Context: an optimization exercise on an open-source flow, tuned for small area, a short achievable clock period and few clock cycles per item. The choices shown serve that exercise and are no tape-out recipe.
Only simulation tests tie the RTL to the original design; equivalence was not proved.
Power and IR drop assume default switching activity.

## run A
Design vs23_quantizer, start of the top module:
module vs23_quantizer (
    input  wire        clk,
    input  wire        rst,         
    input  wire        in_valid,
    output wire        in_ready,
    input  wire [23:0] in_rgb,      
    output wire        out_valid,
    input  wire        out_ready,
    output wire [7:0]  out_code,
    output wire        out_hit      
);
Size: about 120 flip-flops, ~11000 sq um of cells after synthesis.
==> flow/config.mk <==
export PLATFORM = sky130hd
export DESIGN_NAME = vs23_quantizer
export DESIGN_NICKNAME = vs23_quantizer
export VERILOG_FILES = /design/flow/design.v
export SDC_FILE = /design/flow/constraint.sdc
export NUM_CORES = 4
export LEC_CHECK = 0
export CAP_MARGIN = 20
export CORE_MARGIN = 2
export CORE_UTILIZATION = 30
export CTS_BUF_LIST = sky130_fd_sc_hd__clkbuf_8
export SETUP_SLACK_MARGIN = 5
export SLEW_MARGIN = 20
export SYNTH_HIERARCHICAL = 1
export SYNTH_MEMORY_MAX_BITS = 16384
export SYNTH_MINIMUM_KEEP_SIZE = 0
==> flow/constraint.sdc <==
create_clock -name core_clock -period 10.0 [get_ports {clk}]
set_input_delay 2.0000 -clock core_clock [delete_from_list [all_inputs] [get_ports {clk}]]
set_output_delay 2.0000 -clock core_clock [all_outputs]
set_load 0.01 [all_outputs]
standard.sh (not shown) runs the stock make flow with config.mk's settings and CLKGATE_MAP_FILE= SYNTH_SCRIPT=/design/flow/synth_recipe.tcl, a recipe that flattens the netlist after the stock synthesis.
==> flow/flow/run.sh <==
#!/bin/bash
# Standard ORFS layout (the standard.sh, unchanged synthesis), with
#  - every port still buffered, but with buf_2 instead of the delay buffer
#    (clkdlybuf4s50_1) that buffer_ports picks on its own.
set -euo pipefail
bash standard.sh SETUP_SLACK_MARGIN=7 "BUFFER_PORTS_ARGS=-buffer_cell sky130_fd_sc_hd__buf_2" finish > standard_flow.log 2>&1
Run A finished all stages; the layout is clean.
Testbench counts of run A, summed over its fixed seeds: cycles 4,824, items 4,800.
Changes in run B relative to run A:
Settings: CORE_UTILIZATION changed from 30 to 40; CTS_BUF_LIST removed (was sky130_fd_sc_hd__clkbuf_8).
Notes after the runs:
Combinational gate power: run B vs run A down about 3%. Between run A and run B, worst reg-to-reg path cell count decreased. The lower clock power of run A and run B is in run A. The higher total vias in the final route of run A and run B is in run B. As far as adder-cell share of the synthesized area goes, run B and run A are indistinguishable; the numbers are identical. In run B relative to run A, final weighted congestion of routability-driven global placement had gone up by a few percent. | area after detailed placement | run B vs run A | 1.9% lower |. Compared with run A, run B shows a required time of the critical path that is 20 ps higher. Looking at cell with the largest stage delay on the worst path, the sky130_fd_sc_hd__nor2_1 result is from run A; the sky130_fd_sc_hd__nand4_1 one comes from run B. Run B vs run A, final period utilization went down by 0.15 points. Changes observed in run B relative to run A: maximum operating frequency higher, power share of the sequential group shows a reduction of 4.4 points.
Here is what was changed in the inputs of run C compared with run B.
Settings: swapping 40 for 30 in CORE_UTILIZATION; putting PLACE_DENSITY at 0.75 where nothing was set.
Notes after the runs:
- Run B has a higher combined global-route utilization of all metal layers than run C.
- Taking run B as the reference point, the design area of run C rises by about 5.5%.
- Via density per instance shrinks by a little under 10% when moving from run B to run C.
- Largest stage delay on the critical path: run C vs run B, no meaningful difference
- The higher signed area change from the synthesized netlist to the final layout came out of run C.
- First-pass GRT wire length went up by more than 10% going from run B to run C.
- In the final design statistics, run C uses more standard cells in total than run B.


Setup of run 1:
Another version of the RTL of vs23_quantizer (not shown whole).
For scale: about 1500 cells after synthesis, roughly 120 flip-flops.
==> flow/config.mk <==
export PLATFORM = sky130hd
export DESIGN_NAME = vs23_quantizer
export DESIGN_NICKNAME = vs23_quantizer
export VERILOG_FILES = /design/flow/design.v
export SDC_FILE = /design/flow/constraint.sdc
export NUM_CORES = 4
export LEC_CHECK = 0
export CAP_MARGIN = 20
export CORE_MARGIN = 2
export CORE_UTILIZATION = 45
export SETUP_SLACK_MARGIN = 5
export SLEW_MARGIN = 20
export SYNTH_HIERARCHICAL = 1
export SYNTH_MEMORY_MAX_BITS = 16384
export SYNTH_MINIMUM_KEEP_SIZE = 0
==> flow/constraint.sdc <==
create_clock -name core_clock -period 10.0 [get_ports {clk}]
set_input_delay 2.0000 -clock core_clock [delete_from_list [all_inputs] [get_ports {clk}]]
set_output_delay 2.0000 -clock core_clock [all_outputs]
set_load 0.01 [all_outputs]
Scripts as last shown in full above: flow/flow/run.sh
Testbench counts of run 1, summed over its fixed seeds: cycles 4,824, items 4,800.
#### Input delta (run 2 over run 1)
Settings: CORE_UTILIZATION now 30, was 45.
==> flow/flow/run.sh <==
#!/bin/bash
set -euo pipefail
bash standard.sh SETUP_SLACK_MARGIN=6.5 cts > standard_flow_cts.log 2>&1
bash standard.sh SETUP_SLACK_MARGIN=7.3 finish > standard_flow_finish.log 2>&1
Findings:
From run 1 to run 2, synthesized instance count did not move at all.
Run 2 vs. run 1: wire length went up, horizontal extent of the die went up.
[inputs] run 3 vs run 2
==> flow/flow/run.sh <==
#!/bin/bash
set -euo pipefail
bash standard.sh SETUP_SLACK_MARGIN=7.2 finish > standard_flow.log 2>&1
==> results.txt <==
From run 2 to run 3 the numbers moved as follows: slew of the pin with the lowest slew margin moved up; clock buffer and inverter area fraction after layout moved up; sequential share of layout area moved down; overall power of the completed layout moved up.
Worst setup slack delta for run 3 relative to run 2: 0.030 ns higher
Count of buffers not belonging to the clock network in the layout is lower on run 2
Run 2 was smaller in final cell area than run 3.
In run 3 relative to run 2, maximum resistive drop on vdd had gone up by more than 10%.
Run 2 and run 3 ended up with roughly the same final routed DRC violation total.
Setup changes, run 3 to run 4
==> flow/flow/run.sh <==
#!/bin/bash
set -euo pipefail
bash standard.sh SETUP_SLACK_MARGIN=7 finish > standard_flow.log 2>&1
Notes after the runs:
Comparing run 3 and run 4, the higher share of the final layout cell area in multi-input gates is on run 4.
Combinational share of power down 1.7 points in run 4 wrt run 3
The detailed-route wire length on metal 1 reported for run 4 is smaller than that of run 3 by about 9%.
Run 4 ends up with lower cell count than run 3 does.
From run 3 to run 4 the numbers moved as follows: post-detailed-routing wire length now sits lower, final design area excluding fillers now sits lower, area added between synthesis and finish now sits lower.


Starting RTL as in the previous note.
export LEC_CHECK = 0
export CAP_MARGIN = 20
export CORE_MARGIN = 2
export CORE_UTILIZATION = 30
export SETUP_SLACK_MARGIN = 5
export SLEW_MARGIN = 20
export SYNTH_HIERARCHICAL = 1
export SYNTH_MEMORY_MAX_BITS = 16384
export SYNTH_MINIMUM_KEEP_SIZE = 0
create_clock -name core_clock -period 10.0 [get_ports {clk}]
==> flow/flow/run.sh <==
#!/bin/bash
set -euo pipefail
bash standard.sh SETUP_SLACK_MARGIN=7.0 cts > standard_flow_cts.log 2>&1
bash standard.sh SETUP_SLACK_MARGIN=7.3 finish > standard_flow_finish.log 2>&1
The starting point ran to the end with no violations.
Testbench counts at the start, summed over its fixed seeds: cycles 4,824, items 4,800.
Change:
==> flow/flow/run.sh (replaced) <==
#!/bin/bash
# Standard ORFS layout (the standard.sh, unchanged synthesis), with
#  - every port still buffered, but with buf_2 instead of the delay buffer
#    (clkdlybuf4s50_1) that buffer_ports picks on its own.
set -euo pipefail
bash standard.sh SETUP_SLACK_MARGIN=7 "BUFFER_PORTS_ARGS=-buffer_cell sky130_fd_sc_hd__buf_2" finish > standard_flow.log 2>&1
Non-clock buffer count went down by 24; critical path depth falls by 1; die area is unchanged; design area is lower by a few percent; final cell count drops slightly; global-route usage went up by 2.6 points.


red:
Another version of the RTL of vs23_quantizer (not shown whole).
For scale: ~1,400 cells after synthesis, about 39 I/O pins, roughly 11,000 sq um of cells after synthesis.
clock: 10.0 ns
lec_check: 0
cap_margin: 20
core_margin: 2
core_utilization: 30
setup_slack_margin: 5
slew_margin: 20
synth_hierarchical: 1
synth_memory_max_bits: 16384
synth_minimum_keep_size: 0
run.sh (not shown) runs the stock make flow with config.mk's settings and CLKGATE_MAP_FILE= SYNTH_SCRIPT=/design/flow/synth_recipe.tcl, a recipe that flattens the netlist after the stock synthesis.
Stock flow here: none of the scripts above is used.
Testbench counts of red, summed over its fixed seeds: cycles 4,824, items 4,800.
> inputs changed (red -> blue)
==> flow/flow/run.sh (new file) <==
#!/bin/bash
set -euo pipefail
bash standard.sh SETUP_SLACK_MARGIN=7 finish > standard_flow.log 2>&1
==> flow/standard.sh (new file) <==
#!/bin/bash
# synth_recipe.tcl (not shown) runs the flow's synth.tcl, then flattens the netlist and writes it again
# the make line also repeats each setting of config.mk as NAME=value (left out here)
make -C /OpenROAD-flow-scripts/flow DESIGN_CONFIG=/design/flow/config.mk WORK_HOME=/design/flow/orfs CLKGATE_MAP_FILE= SYNTH_SCRIPT=/design/flow/synth_recipe.tcl "${@:-finish}"
removed: flow/run.sh
==> results.txt <==
- Buffers plus inverters on the worst setup path in blue is 1 higher than in red
- Post-CTS repair timing setup buffer count (blue over red): increase, 52
- Between blue and red, it is blue whose final instance area is higher, by 9.1%.
- In blue relative to red, power had gone down slightly.
- blue reached the final stage; the timing, DRC and antenna checks on its layout passed.
- The post-placement setup slack in blue sits 140 ps above the value recorded for red.
- The smallest hold slack in blue sits 14 ps below the value recorded for red.
- red -> blue: wire length on met1 decreased by a few percent

[separate check: timing with driven ports]
The results above use ideal ports. As a check the final layouts listed here were re-extracted and re-timed, cells and wires unchanged.
Step 1 assumes that a clkbuf_16 drives the clock port and a buf_2 every other input.
Step 2 adds t to the input delays and takes it off the output delays; t is the mean of the earliest and latest rising clock arrival at the registers after step 1. Input paths then give back, and output paths get back, about the clock's delay inside the block.
Slacks: ideal ports / drivers / drivers and shift; pairs: ideal ports / drivers.
run | t, ns | setup slack, ns | hold WS [ns] | worst setup path after step 2 | clock arrival spread, ns
run A | 0.528 | 6.714 / 6.714 / 6.599 | 0.491 / 0.491 / 0.491 | input to register | 0.030 / 0.029
run B | 0.471 | 6.729 / 6.729 / 6.729 | 0.468 / 0.468 / 0.468 | register to register | 0.024 / 0.025
run C | 0.494 | 6.883 / 6.883 / 6.683 | 0.504 / 0.504 / 0.504 | input to register | 0.027 / 0.027
run 1 | 0.469 | 6.873 / 6.873 / 6.702 | 0.476 / 0.476 / 0.476 | input to register | 0.023 / 0.023
run 2 | 0.476 | 6.950 / 6.950 / 6.816 | 0.484 / 0.484 / 0.484 | input to register | 0.011 / 0.011
run 3 | 0.497 | 6.981 / 6.963 / 6.888 | 0.459 / 0.459 / 0.459 | input to register | 0.021 / 0.021
run 4 | 0.490 | 6.849 / 6.849 / 6.714 | 0.461 / 0.461 / 0.461 | input to register | 0.021 / 0.022
the first run of note 3 | 0.490 | 6.969 / 6.969 / 6.969 | 0.477 / 0.477 / 0.477 | register to register | 0.022 / 0.022
the second run of note 3 | 0.498 | 6.813 / 6.813 / 6.760 | 0.457 / 0.457 / 0.457 | input to register | 0.032 / 0.032
red | 0.468 | 5.521 / 5.521 / 5.521 | 0.479 / 0.479 / 0.479 | register to register | 0.010 / 0.009
blue | 0.461 | 6.821 / 6.821 / 6.616 | 0.465 / 0.465 / 0.465 | input to register | 0.015 / 0.014
After both steps every run listed still meets setup and hold. The setup slack of blue, which loses most, moves by 0.000 ns with the drivers and by -0.205 ns with both steps.
